This design comes from an exercise in tuning for small area and a short achievable clock period on the open sky130 flow, not from production work.
The RTL was checked by simulation tests, not by an equivalence proof against the original design.
Power is estimated from default activity; no workload was simulated.

### flow/run.sh
#!/bin/bash
# synth_recipe.tcl (not shown) runs the flow's synth.tcl, then flattens the netlist and writes it again
# the make line also repeats each setting of config.mk as NAME=value (left out here)
make -C /OpenROAD-flow-scripts/flow DESIGN_CONFIG=/design/flow/config.mk WORK_HOME=/design/flow/orfs CLKGATE_MAP_FILE= SYNTH_SCRIPT=/design/flow/synth_recipe.tcl finish
### flow/config.mk
export PLATFORM = sky130hd
export DESIGN_NAME = sde_top
export DESIGN_NICKNAME = sde_top
export VERILOG_FILES = /design/flow/design.v
export SDC_FILE = /design/flow/constraint.sdc
export NUM_CORES = 4
export LEC_CHECK = 0
export CAP_MARGIN = 20
export CORE_MARGIN = 2
export CORE_UTILIZATION = 40
export SLEW_MARGIN = 20
### flow/constraint.sdc
create_clock -name core_clock -period 21.0 [get_ports {clk}]
set_input_delay 4.2000 -clock core_clock [delete_from_list [all_inputs] [get_ports {clk}]]
set_output_delay 4.2000 -clock core_clock [all_outputs]
set_load 0.01 [all_outputs]
### flow/design.v
module sde_sine_rom (
    input  wire [11:0] index,
    output reg  [15:0] value
);
    reg [15:0] sine_value;
    always @(*) begin
        case (index[5:0])
            6'd0: sine_value = 16'd12800;
            6'd1: sine_value = 16'd15222;
            6'd2: sine_value = 16'd17557;
            6'd3: sine_value = 16'd19720;
            6'd4: sine_value = 16'd21633;
            6'd5: sine_value = 16'd23227;
            6'd6: sine_value = 16'd24443;
            6'd7: sine_value = 16'd25239;
            6'd8: sine_value = 16'd25586;
            6'd9: sine_value = 16'd25470;
            6'd10: sine_value = 16'd24896;
            6'd11: sine_value = 16'd23885;
            6'd12: sine_value = 16'd22474;
            6'd13: sine_value = 16'd20712;
            6'd14: sine_value = 16'd18665;
            6'd15: sine_value = 16'd16406;
            6'd16: sine_value = 16'd14017;
            6'd17: sine_value = 16'd11583;
            6'd18: sine_value = 16'd9194;
            6'd19: sine_value = 16'd6935;
            6'd20: sine_value = 16'd4888;
            6'd21: sine_value = 16'd3126;
            6'd22: sine_value = 16'd1715;
            6'd23: sine_value = 16'd704;
            6'd24: sine_value = 16'd130;
            6'd25: sine_value = 16'd14;
            6'd26: sine_value = 16'd361;
            6'd27: sine_value = 16'd1157;
            6'd28: sine_value = 16'd2373;
            6'd29: sine_value = 16'd3967;
            6'd30: sine_value = 16'd5880;
            6'd31: sine_value = 16'd8043;
            6'd32: sine_value = 16'd10378;
            default: sine_value = 16'd12800;
        endcase
        value = (index < 12'd33) ? sine_value : 16'd12800;
    end
endmodule
module sde_duty_law (
    input  wire [15:0] table_value,
    input  wire [15:0] scale,
    output wire [15:0] duty
);
    wire signed [16:0] dev     = $signed({1'b0, table_value}) - 17'sd12800;
    wire signed [16:0] scale_s = $signed({1'b0, scale});
    wire signed [33:0] product = dev * scale_s;
    wire signed [33:0] rounded = (product + 34'sd16384) >>> 15;
    wire signed [33:0] result  = rounded + 34'sd12800;
    assign duty = result[15:0];
endmodule
module sde_norm #(
    parameter ADC_BITS = 12
) (
    input  wire [ADC_BITS-1:0] raw,
    output wire [15:0]         scale
);
    localparam [31:0] ADC_MAX = (32'd1 << ADC_BITS) - 32'd1;
    wire [31:0] numerator = ({{(32-ADC_BITS){1'b0}}, raw} << 16) + ADC_MAX;
    wire [31:0] quotient  = numerator / (2 * ADC_MAX);
    assign scale = quotient[15:0];
endmodule
module sde_freq_law #(
    parameter MIN_FREQ = 40,
    parameter MAX_FREQ = 60,
    parameter N        = 33
) (
    input  wire [15:0] scale,
    output wire [31:0] elec_freq,
    output wire [31:0] carrier
);
    wire [47:0] span = (MAX_FREQ - MIN_FREQ) * {32'd0, scale};
    wire [47:0] elec = MIN_FREQ * 256 + ((span + 48'd64) >> 7);
    wire [47:0] carr = elec * N;
    assign elec_freq = elec[31:0];
    assign carrier   = carr[31:0];
endmodule
module sde_top (
    input  wire        clk,
    input  wire        rst,
    input  wire        bus_valid,
    input  wire        bus_write,
    input  wire [7:0]  bus_addr,
    input  wire [1:0]  bus_size,      
    input  wire [31:0] bus_wdata,
    output wire        bus_ready,
    output reg         bus_rvalid,
    output reg  [31:0] bus_rdata,
    input  wire [31:0] int_st,        
    output reg         pwm_valid,
    output reg  [3:0]  pwm_op,
    output reg  [1:0]  pwm_ph,
    output reg  [31:0] pwm_data,
    input  wire [11:0] adc_raw,
    output reg         adc_valid,
    output reg  [1:0]  adc_op,
    input  wire [63:0] now_us
);
    localparam [11:0] N                = 12'd33;
    localparam        ADC_BITS         = 12;
    localparam        MIN_FREQ         = 40;
    localparam        MAX_FREQ         = 60;
    localparam [63:0] SAMPLE_PERIOD_US = 64'd1000000;
    localparam [31:0] CARRIER_DEFAULT  = 32'h00067200;
    localparam [63:0] LAST_T_INIT      = 64'd0;
    localparam [31:0] IDENT_VALUE      = 32'h53505737;
    localparam [31:0] PARAM_VALUE      = (ADC_BITS << 16) | {20'd0, N};
    localparam [3:0] PWM_BIND_PIN      = 4'h1;
    localparam [3:0] PWM_CONFIGURE     = 4'h2;
    localparam [3:0] PWM_DEADTIME      = 4'h3;
    localparam [3:0] PWM_ENABLE_INT    = 4'h4;
    localparam [3:0] PWM_START         = 4'h5;
    localparam [3:0] PWM_REGISTER      = 4'h6;
    localparam [3:0] PWM_SET_FREQUENCY = 4'h7;
    localparam [3:0] PWM_SET_DUTY      = 4'h8;
    localparam [3:0] PWM_READ_STATUS   = 4'h9;
    localparam [3:0] PWM_CLEAR_STATUS  = 4'hA;
    localparam [1:0] ADC_CONF_RES      = 2'd1;
    localparam [1:0] ADC_CONF_RANGE    = 2'd2;
    localparam [1:0] ADC_READ_RAW      = 2'd3;
    localparam [3:0] OP_NOP            = 4'h0;
    localparam [3:0] OP_TBL_READ       = 4'h1;
    localparam [3:0] OP_PH_INIT        = 4'h2;
    localparam [3:0] OP_PH_APPLY       = 4'h3;
    localparam [3:0] OP_PH_SET_CARRIER = 4'h4;
    localparam [3:0] OP_INV_INIT       = 4'h5;
    localparam [3:0] OP_INV_UPDATE_FS  = 4'h6;
    localparam [3:0] OP_SCALER_CHECK   = 4'h7;
    localparam [3:0] OP_FG_ITER        = 4'h8;
    localparam [3:0] OP_ADC_INIT       = 4'h9;
    localparam E_ILLEGAL_OP   = 0;
    localparam E_RSV_FIELD    = 1;
    localparam E_BAD_PHASE    = 2;
    localparam E_BUSY         = 3;
    localparam E_NOT_INIT     = 4;
    localparam E_ALREADY_INIT = 5;
    localparam E_BAD_INDEX    = 6;
    localparam E_RANGE        = 7;
    localparam E_BUS          = 8;
    localparam [7:0] A_IDENT     = 8'h00;
    localparam [7:0] A_PARAM     = 8'h04;
    localparam [7:0] A_STATUS    = 8'h08;
    localparam [7:0] A_CTRL      = 8'h0C;
    localparam [7:0] A_CMD       = 8'h10;
    localparam [7:0] A_ARG       = 8'h14;
    localparam [7:0] A_RESULT    = 8'h18;
    localparam [7:0] A_ERR       = 8'h1C;
    localparam [7:0] A_SCALE     = 8'h20;
    localparam [7:0] A_ELEC_FREQ = 8'h24;
    localparam [7:0] A_CARRIER   = 8'h28;
    localparam [7:0] A_ISR_M     = 8'h2C;
    localparam [7:0] A_LAST_T_LO = 8'h30;
    localparam [7:0] A_LAST_T_HI = 8'h34;
    localparam [3:0] S_IDLE   = 4'd0;
    localparam [3:0] S_PHINIT = 4'd1;    
    localparam [3:0] S_REGH   = 4'd2;    
    localparam [3:0] S_APPLY  = 4'd3;    
    localparam [3:0] S_SETCAR = 4'd4;    
    localparam [3:0] S_UPD0   = 4'd5;    
    localparam [3:0] S_UPDF   = 4'd6;    
    localparam [3:0] S_SCHK   = 4'd7;    
    localparam [3:0] S_SREAD  = 4'd8;    
    localparam [3:0] S_ADC0   = 4'd9;    
    localparam [3:0] S_ADC1   = 4'd10;   
    localparam [3:0] S_ISR_E  = 4'd11;   
    localparam [3:0] S_ISR_A  = 4'd12;   
    localparam [2:0] J_CMD     = 3'd0;   
    localparam [2:0] J_INVINIT = 3'd1;   
    localparam [2:0] J_FGITER  = 3'd2;   
    localparam [2:0] J_SEQ     = 3'd3;   
    localparam [2:0] J_ISR     = 3'd4;   
    reg [11:0] cursor   [0:2];
    reg [2:0]  pending;
    reg [2:0]  ch_init;
    reg [15:0] duty     [0:2];
    reg [31:0] freq     [0:2];
    reg [15:0] scale;
    reg [31:0] elec_freq;
    reg [31:0] carrier;
    reg        handler_reg;
    reg [63:0] last_t;
    reg        isr_active;
    reg [31:0] isr_m;
    reg [3:0]  fg_todo;
    reg        run_req;
    reg [31:0] arg;
    reg [31:0] result;
    reg [8:0]  err;
    reg [3:0]  state;
    reg [2:0]  job;
    reg [1:0]  ph;
    reg [2:0]  sub;
    reg [15:0] scale_in;    
    wire init_done  = handler_reg & (&ch_init);
    wire irq        = handler_reg & (int_st != 32'd0);
    wire seq_active = run_req | (fg_todo != 4'd0);
    wire [15:0] apply_table;
    wire [15:0] apply_duty;
    wire [15:0] read_table;
    wire [15:0] norm_scale;
    wire [31:0] law_elec;
    wire [31:0] law_carrier;
    sde_sine_rom u_rom_apply (.index(cursor[ph]), .value(apply_table));
    sde_sine_rom u_rom_read  (.index(bus_wdata[11:0]), .value(read_table));
    sde_duty_law u_duty (
        .table_value (apply_table),
        .scale       (scale),
        .duty        (apply_duty)
    );
    sde_norm #(.ADC_BITS(ADC_BITS)) u_norm (
        .raw   (adc_raw),
        .scale (norm_scale)
    );
    sde_freq_law #(.MIN_FREQ(MIN_FREQ), .MAX_FREQ(MAX_FREQ), .N(N)) u_freq (
        .scale     (scale_in),
        .elec_freq (law_elec),
        .carrier   (law_carrier)
    );
    wire [63:0] elapsed       = now_us - last_t;
    wire        sample_due    = elapsed > SAMPLE_PERIOD_US;
    wire [11:0] cursor_next   = (cursor[ph] == N - 12'd1) ? 12'd0 : cursor[ph] + 12'd1;
    wire bus_legal   = (bus_size == 2'd2) && (bus_addr[1:0] == 2'b00);
    wire is_cmd_wr   = bus_valid && bus_write && bus_legal && (bus_addr == A_CMD);
    wire engine_free = (state == S_IDLE) && !irq;
    wire cmd_accept  = is_cmd_wr && engine_free;
    wire bus_fire    = bus_valid && bus_ready;
    assign bus_ready = !is_cmd_wr || engine_free;
    wire       ph_reg    = (bus_addr >= 8'h40) && (bus_addr < 8'h70);
    wire [1:0] ph_idx    = (bus_addr[7:4] == 4'h4) ? 2'd0 :
                           (bus_addr[7:4] == 4'h5) ? 2'd1 : 2'd2;
    reg [31:0] rd_value;
    reg        rd_mapped;
    always @(*) begin
        rd_value  = 32'd0;
        rd_mapped = 1'b1;
        if (ph_reg) begin
            case (bus_addr[3:2])
                2'd0: rd_value = {20'd0, cursor[ph_idx]};
                2'd1: rd_value = {16'd0, duty[ph_idx]};
                2'd2: rd_value = freq[ph_idx];
                default: rd_value = {29'd0, 1'b1, ch_init[ph_idx], pending[ph_idx]};
            endcase
        end else begin
            case (bus_addr)
                A_IDENT:     rd_value = IDENT_VALUE;
                A_PARAM:     rd_value = PARAM_VALUE;
                A_STATUS:    rd_value = {20'd0, fg_todo, 3'd0, irq, handler_reg,
                                         isr_active, seq_active, init_done};
                A_CTRL:      rd_value = {31'd0, run_req};
                A_ARG:       rd_value = arg;
                A_RESULT:    rd_value = result;
                A_ERR:       rd_value = {23'd0, err};
                A_SCALE:     rd_value = {16'd0, scale};
                A_ELEC_FREQ: rd_value = elec_freq;
                A_CARRIER:   rd_value = carrier;
                A_ISR_M:     rd_value = isr_m;
                A_LAST_T_LO: rd_value = last_t[31:0];
                A_LAST_T_HI: rd_value = last_t[63:32];
                default:     rd_mapped = 1'b0;    
            endcase
        end
    end
    wire wr_mapped = (bus_addr == A_CTRL) || (bus_addr == A_CMD) ||
                     (bus_addr == A_ARG)  || (bus_addr == A_ERR);
    wire [3:0]  c_op  = bus_wdata[31:28];
    wire [1:0]  c_ph  = bus_wdata[27:26];
    wire [11:0] c_idx = bus_wdata[11:0];
    wire [15:0] c_imm = bus_wdata[15:0];
    reg [31:0] c_mbz;
    reg        c_phase_form;
    always @(*) begin
        c_phase_form = 1'b0;
        case (c_op)
            OP_TBL_READ:       c_mbz = 32'h0FFFF000;
            OP_PH_INIT,
            OP_PH_APPLY,
            OP_PH_SET_CARRIER: begin c_mbz = 32'h03FFFFFF; c_phase_form = 1'b1; end
            OP_INV_UPDATE_FS:  c_mbz = 32'h0FFF0000;
            default:           c_mbz = 32'h0FFFFFFF;
        endcase
    end
    reg [8:0] c_err;         
    always @(*) begin
        c_err = 9'd0;
        if (c_op >= 4'hA)
            c_err[E_ILLEGAL_OP] = 1'b1;
        else if ((bus_wdata & c_mbz) != 32'd0)
            c_err[E_RSV_FIELD] = 1'b1;
        else if (c_phase_form && c_ph == 2'd3)
            c_err[E_BAD_PHASE] = 1'b1;
        else if (c_op != OP_NOP && c_op != OP_TBL_READ && seq_active)
            c_err[E_BUSY] = 1'b1;
        else begin
            case (c_op)
                OP_TBL_READ:
                    if (c_idx >= N) c_err[E_BAD_INDEX] = 1'b1;
                OP_PH_INIT:
                    if (ch_init[c_ph]) c_err[E_ALREADY_INIT] = 1'b1;
                OP_PH_APPLY, OP_PH_SET_CARRIER:
                    if (!ch_init[c_ph]) c_err[E_NOT_INIT] = 1'b1;
                OP_INV_INIT:
                    if (handler_reg || ch_init != 3'd0) c_err[E_ALREADY_INIT] = 1'b1;
                OP_INV_UPDATE_FS:
                    if (!init_done) c_err[E_NOT_INIT] = 1'b1;
                    else if (c_imm > 16'h8000) c_err[E_RANGE] = 1'b1;
                OP_SCALER_CHECK, OP_FG_ITER:
                    if (!init_done) c_err[E_NOT_INIT] = 1'b1;
                default: ;
            endcase
        end
    end
    always @(*) begin
        pwm_valid = 1'b0;
        pwm_op    = 4'd0;
        pwm_ph    = ph;
        pwm_data  = 32'd0;
        adc_valid = 1'b0;
        adc_op    = 2'd0;
        case (state)
            S_PHINIT: begin
                pwm_valid = 1'b1;
                case (sub)
                    3'd0: pwm_op = PWM_BIND_PIN;
                    3'd1: begin pwm_op = PWM_BIND_PIN; pwm_data = 32'd1; end
                    3'd2: begin pwm_op = PWM_CONFIGURE; pwm_data = CARRIER_DEFAULT; end
                    3'd3: pwm_op = PWM_DEADTIME;
                    3'd4: pwm_op = PWM_ENABLE_INT;
                    default: pwm_op = PWM_START;
                endcase
            end
            S_REGH: begin
                pwm_valid = 1'b1;
                pwm_op    = PWM_REGISTER;
                pwm_ph    = 2'd0;
            end
            S_APPLY: begin
                pwm_valid = pending[ph];
                pwm_op    = PWM_SET_DUTY;
                pwm_data  = {16'd0, apply_duty};
            end
            S_SETCAR: begin
                pwm_valid = 1'b1;
                pwm_op    = PWM_SET_FREQUENCY;
                pwm_data  = arg;
            end
            S_UPDF: begin
                pwm_valid = 1'b1;
                pwm_op    = PWM_SET_FREQUENCY;
                pwm_data  = carrier;
            end
            S_ISR_E: begin
                pwm_valid = 1'b1;
                pwm_op    = PWM_READ_STATUS;
                pwm_ph    = 2'd0;
                pwm_data  = int_st;
            end
            S_ISR_A: begin
                pwm_valid = 1'b1;
                pwm_op    = PWM_CLEAR_STATUS;
                pwm_ph    = 2'd0;
                pwm_data  = isr_m;
            end
            S_SREAD: begin
                adc_valid = 1'b1;
                adc_op    = ADC_READ_RAW;
            end
            S_ADC0: begin
                adc_valid = 1'b1;
                adc_op    = ADC_CONF_RES;
            end
            S_ADC1: begin
                adc_valid = 1'b1;
                adc_op    = ADC_CONF_RANGE;
            end
            default: ;
        endcase
    end
    integer k;
    always @(posedge clk) begin
        if (rst) begin
            cursor[0]   <= 12'd0;
            cursor[1]   <= N / 3;
            cursor[2]   <= (2 * N) / 3;
            for (k = 0; k < 3; k = k + 1) begin
                duty[k] <= 16'd0;
                freq[k] <= 32'd0;
            end
            pending     <= 3'd0;
            ch_init     <= 3'd0;
            scale       <= 16'd0;
            elec_freq   <= 32'd0;
            carrier     <= 32'd0;
            handler_reg <= 1'b0;
            last_t      <= LAST_T_INIT;
            isr_active  <= 1'b0;
            isr_m       <= 32'd0;
            fg_todo     <= 4'd0;
            run_req     <= 1'b0;
            arg         <= 32'd0;
            result      <= 32'd0;
            err         <= 9'd0;
            state       <= S_IDLE;
            job         <= J_CMD;
            ph          <= 2'd0;
            sub         <= 3'd0;
            scale_in    <= 16'd0;
            bus_rvalid  <= 1'b0;
            bus_rdata   <= 32'd0;
        end else begin
            bus_rvalid <= bus_fire && !bus_write;
            if (bus_fire) begin
                if (!bus_write) begin
                    if (bus_legal && rd_mapped)
                        bus_rdata <= rd_value;
                    else begin
                        bus_rdata  <= 32'd0;
                        err[E_BUS] <= 1'b1;
                    end
                end else if (!bus_legal || !wr_mapped) begin
                    err[E_BUS] <= 1'b1;
                end else begin
                    case (bus_addr)
                        A_CTRL:
                            if (bus_wdata[0]) begin
                                if (!init_done) err[E_NOT_INIT] <= 1'b1;
                                else            run_req <= 1'b1;
                            end else
                                run_req <= 1'b0;
                        A_ARG: arg <= bus_wdata;
                        A_ERR: err <= err & ~bus_wdata[8:0];
                        default: ;    
                    endcase
                end
            end
            case (state)
                S_IDLE: begin
                    if (irq) begin
                        state <= S_ISR_E;
                        job   <= J_ISR;
                    end else if (cmd_accept) begin
                        if (c_err != 9'd0) begin
                            err <= err | c_err;
                        end else begin
                            ph  <= c_ph;
                            sub <= 3'd0;
                            job <= J_CMD;
                            case (c_op)
                                OP_TBL_READ:       result <= {16'd0, read_table};
                                OP_PH_INIT:        state  <= S_PHINIT;
                                OP_PH_APPLY:       state  <= S_APPLY;
                                OP_PH_SET_CARRIER: state  <= S_SETCAR;
                                OP_INV_INIT: begin
                                    state <= S_PHINIT;
                                    job   <= J_INVINIT;
                                    ph    <= 2'd0;
                                end
                                OP_INV_UPDATE_FS: begin
                                    state    <= S_UPD0;
                                    scale_in <= c_imm;
                                end
                                OP_SCALER_CHECK:   state <= S_SCHK;
                                OP_FG_ITER: begin
                                    state <= S_SCHK;
                                    job   <= J_FGITER;
                                end
                                OP_ADC_INIT:       state <= S_ADC0;
                                default: ;          
                            endcase
                        end
                    end else begin
                        if (run_req && fg_todo == 4'd0) begin
                            fg_todo <= 4'b1111;                  
                        end else if (fg_todo[0]) begin
                            state <= S_SCHK;  job <= J_SEQ;
                        end else if (fg_todo[1]) begin
                            state <= S_APPLY; job <= J_SEQ; ph <= 2'd0;
                        end else if (fg_todo[2]) begin
                            state <= S_APPLY; job <= J_SEQ; ph <= 2'd1;
                        end else if (fg_todo[3]) begin
                            state <= S_APPLY; job <= J_SEQ; ph <= 2'd2;
                        end
                    end
                end
                S_ISR_E: begin
                    isr_m      <= int_st;
                    isr_active <= 1'b1;
                    state      <= S_ISR_A;
                end
                S_ISR_A: begin
                    for (k = 0; k < 3; k = k + 1)
                        if (isr_m[k]) pending[k] <= 1'b1;
                    isr_active <= 1'b0;
                    state      <= S_IDLE;
                end
                S_PHINIT: begin
                    if (sub == 3'd5) begin
                        ch_init[ph] <= 1'b1;
                        duty[ph]    <= 16'd0;
                        freq[ph]    <= CARRIER_DEFAULT;
                        sub         <= 3'd0;
                        if (job == J_INVINIT) begin
                            if (ph == 2'd2) state <= S_REGH;
                            else            ph    <= ph + 2'd1;
                        end else begin
                            state <= S_IDLE;
                        end
                    end else begin
                        sub <= sub + 3'd1;
                    end
                end
                S_REGH: begin
                    handler_reg <= 1'b1;
                    state       <= S_IDLE;
                end
                S_APPLY: begin
                    if (pending[ph]) begin
                        pending[ph] <= 1'b0;
                        duty[ph]    <= apply_duty;
                        cursor[ph]  <= cursor_next;
                    end
                    if (job == J_FGITER && ph != 2'd2) begin
                        ph <= ph + 2'd1;
                    end else begin
                        if (job == J_SEQ) fg_todo[ph + 2'd1] <= 1'b0;
                        state <= S_IDLE;
                    end
                end
                S_SETCAR: begin
                    freq[ph] <= arg;
                    state    <= S_IDLE;
                end
                S_UPD0: begin
                    scale     <= scale_in;
                    elec_freq <= law_elec;
                    carrier   <= law_carrier;
                    ph        <= 2'd0;
                    state     <= S_UPDF;
                end
                S_UPDF: begin
                    freq[ph] <= carrier;
                    if (ph != 2'd2) begin
                        ph <= ph + 2'd1;
                    end else if (job == J_FGITER) begin
                        ph    <= 2'd0;
                        state <= S_APPLY;
                    end else begin
                        if (job == J_SEQ) fg_todo[0] <= 1'b0;
                        state <= S_IDLE;
                    end
                end
                S_SCHK: begin
                    if (sample_due) begin
                        last_t <= now_us;
                        state  <= S_SREAD;
                    end else if (job == J_FGITER) begin
                        ph    <= 2'd0;
                        state <= S_APPLY;
                    end else begin
                        if (job == J_SEQ) fg_todo[0] <= 1'b0;
                        state <= S_IDLE;
                    end
                end
                S_SREAD: begin
                    scale_in <= norm_scale;
                    state    <= S_UPD0;
                end
                S_ADC0: state <= S_ADC1;
                S_ADC1: state <= S_IDLE;
                default: state <= S_IDLE;
            endcase
        end
    end
endmodule
==> results.yml <==
run_status:
  outcome: "complete, no violations"
pwr:
  pwr-share-comb_pct: 35.3
  p_per_area_mw_per_mm2: 55.7
  leakagePower_nw: 21.3
  p_seq_share_pct: 33.0
  clockPowerShare_pct: 31.7
  p_int_w: 0.00189
  vdd_drop_max_v: 0.0000621
  power.switching_fraction_pct: 38.1
  totalPowerFinal_w: 0.00304
  p_switching_w: 0.00116
sta:
  setup_tns_ns: 0
  final_min_period_over_clock_period_pct: 95.9
  fmax_mhz: 49.6
  relative_slew_slack_pct: 24.6
  final.min_clock_period_ns: 20.15
  finalClockSkew_ns: 0.0318
  finalSetupViolCount: 0
  layout_setup_ws_ns: 0.853
  final-max-slew-violation-count: 0
  timing_hold_violations_final: 0
  slew_at_the_pin_closest_to_its_max_slew_limit_ns: 1.13
global_routing:
  grt_start_max_net_pins: 132
  global_route.usage.total_pct: 29.6
  grt_remaining_overflow: 0
  number_of_antenna_violations_at_the_first_check_in_global_routing: 9
  grt_first_pass_wirelength_um: 279000
  grt_pass1_vias: 44900
drt:
  finalWirelength_um: 184000
  drt_iter0_drc: 5121
  drt_pass1_iterations: 12
  drc_errors: 0
  viasPerCell: 6.05
  drt-wirelength-per-cell_um: 23.8
  detailroute.via_count: 46800
  ant_nets: 0
critical_path:
  endpoint_kind: "flop"
  worst_ep_arrival_time_ns: 20.65
  worst-path-max-fanout: 17
  crit_path_frequent_cell: "ha_4"
  required_ns: 21.50
  timing.critical_path.slowest_stage_cell: "or4_4"
  cp_slowest_stage_delay_ns: 0.61
  critical_path_class: "in2reg"
  timing.critical_path.from_type: "input pin"
die:
  std_cell_rows: 126
  starting_density_of_the_core_pct: 40.2
  die-height_um: 348
  die_area_mm2: 0.121
  top_level_ports: 230
  dieWidth_um: 348
  core_area_mm2: 0.118
cells_and_area:
  biggestRegsByFlops: "freq x96, last_t x64"
  synthToLayoutAreaGrowth_pct: 15.6
  flip_flop_count_of_the_largest_register_all_copies_and_words_added: 96
  finalNetCount: 6810
  final_layout_size_suffix_gt1_share_pct: 9.71
  top_register: "freq"
  utilization_pct: 46.5
  final_design_area_excluding_fillers_mm2: 0.0547
  final_cell_mix: "778 x nand2_1, 617 x nor2_1, 496 x inv_1, 461 x a21oi_1, 277 x dfxtp_1"
  mostFrequentLayoutCell: "nand2_1"
placed_design:
  dpl-instance-area_mm2: 0.0526
  dp_worst_setup_slack_ns: -0.390
  gp_congestion: 1.00
  place_hpwl_um: 139000
  port-buffer-count: 229
logic_synthesis:
  synth_enable_flop_cells: 192
  synth-async-reset-ratio_pct: 0
  synthesis.instances: 5959
  ys_flop_type: "dfxtp_1"
  synth.cell_area_mm2: 0.0473
  netlist_top_cells_area: "edfxtp_1 12%, dfxtp_1 12%, fa_1 11%, ha_1 6.6%, nand2_1 6.2%"
  synth_top_area_share_pct: 12.2
  synth.largest_area_cell: "edfxtp_1"
  yosysUniqueCellTypes: 140
  synth_warnings: 2
  synth-seq-cells: 469
  postSynthNetCount: 6624
  synth-seq-area-share_pct: 23.9
  syn-mean-instance-area_um2: 7.94
clock_network:
  cts_root_buf: "clkbuf_16"
  tritoncts: "yes"
  cts_made_buffers: 53
  cts_max_path_buffers: 3
  cts_sinks: 469
  clkSlewWorstSetupHoldPaths_ns: 0.06
  clock_insertion_delay_worst_skew_ns: 0.64
  h_tree_level_count: 2
min_path:
  hold_wc_path_type: "reg2reg"
job:
  maxCapViolations: 0
-- power by group through the flow --
| stage | Combinational, W | Sequential, W | Clock (W) |
|---|---|---|---|
| final | 0.00107 | 0.00100 | 0.000966 |
| after floorplan | 0.000688 | 0.00100 | 0 |
| after global routing | 0.00116 | 0.00101 | 0.00100 |
| after CTS | 0.00104 | 0.00100 | 0.000969 |
| after global placement | 0.00103 | 0.00102 | 0 |
| after detailed placement | 0.00103 | 0.00102 | 0 |
-- final timing paths --
kind | slack, ns | depth (start not counted) | startpoint | end
hold reg to reg | 0.47 | 2 | err[8] | err[8]
setup / recovery | 0.85 | 79 | adc_raw[1] | scale_in[0]
setup reg to reg | 7.57 | 41 | flop | duty[1][15]
hold / removal | 0.47 | 2 | err[8] | err[8]
-- metrics by stage --
stage / hold WS, ns / instances
after CTS: 0.463 / 7712
after global placement: 0.451 / 7612
final: 0.468 / 7732
after global routing: 0.474 / 7730
after floorplan: 0.432 / 5959
after detailed placement: 0.452 / 7613
-- repair_timing --
| action | CTS | global route |
|---|---|---|
| setup buffers | 0 | 12 |
| gates resized for setup | 0 | 36 |
| hold buffers | 0 | 0 |
| setup endpoints to repair | 0 | 2 |
-- worst max-delay path: cells and delay by family --
family	cells	cell delay, ns
buffers and inverters	11	1.49
xor gates and xnor gates	3	0.68
muxes	4	0.96
AOI/OAI and AO/OA	20	4.17
adders and majority gates	9	1.79
and+or+nand+nor	32	7.32
-- kinds of logic (layout without fill, tap and decap cells) --
group,count (synthesis),count (layout),synth area share [%]
AO/OA/AOI/OAI,1447,1447,20.6
adder cells (fa/ha/maj),511,511,17.7
AND/OR/NAND/NOR,2365,2366,24.1
buffers and inverters,837,1066,6.78
multiplexers,129,129,3.26
flip-flops,469,469,23.9
XOR/XNOR,200,200,3.73
other,1,8,0.00793
-- final cells by class --
type,count,area (um2)
diodes,7,17.5
clock buffers,69,1420
clock inverters,30,334
fillers,11600,62900
inverters,509,1950
multi-input cells,4654,33700
flip-flops and latches,469,11300
well taps,1536,1920
repair buffers,458,4030
-- layer usage --
metal  GRT usage (%)  vias up  part of all wire [%]
met3            4.38      375                   8.3
li1                -    21400                     -
met5               0        -                 0.039
met1            39.5    22700                    42
met2            47.7     2225                    45
met4            12.2       10                   4.5
-- cells in the mapped netlist, types with 30 or more instances --
library cell / count
o211ai_1: 34
xor2_1: 65
a221oi_1: 47
clkbuf_1: 268
mux2i_1: 92
inv_1: 499
and3_1: 72
a222oi_1: 30
dfxtp_1: 277
nor3_1: 128
xnor2_1: 133
nand2_1: 784
nor2_1: 634
ha_1: 250
o21ai_0: 191
a211oi_1: 83
nand2b_1: 77
nor4_1: 45
a21oi_1: 471
nor2b_1: 46
nand3_1: 143
o22ai_1: 39
o21a_1: 31
edfxtp_1: 192
buf_1: 32
and2_1: 174
fa_1: 261
nand4_1: 53
a31oi_1: 83
a22oi_1: 80

-- port drivers added, routing unchanged --
How much do the figures lean on ideal ports? The routed layout below was timed once more, with nothing changed but the port constraints.
Step 1 (the two cells are an assumption about what drives the block):
set clk [get_ports {clk}]
set_driving_cell -lib_cell sky130_fd_sc_hd__clkbuf_16 $clk
set_driving_cell -lib_cell sky130_fd_sc_hd__buf_2 [delete_from_list [all_inputs] $clk]
Step 2 adds t to the input delays and takes it off the output delays; t is the mean of the earliest and latest rising clock arrival at the registers after step 1. Input paths then give back, and output paths get back, about the clock's delay inside the block.
a / b / c = ideal ports / drivers / drivers and shift; a / b = the first two.
t, ns: 0.696
slack for setup (ns): 0.853 / 0.904 / 0.208
worst setup path at the end: input to register
latest minus earliest clock arrival (ns): 0.034 / 0.034
cell pins on the clock port's net: 1
After both steps setup and hold are still met in this run. For this run, drivers alone change the setup slack by +0.051 ns; drivers and shift together by -0.645 ns.
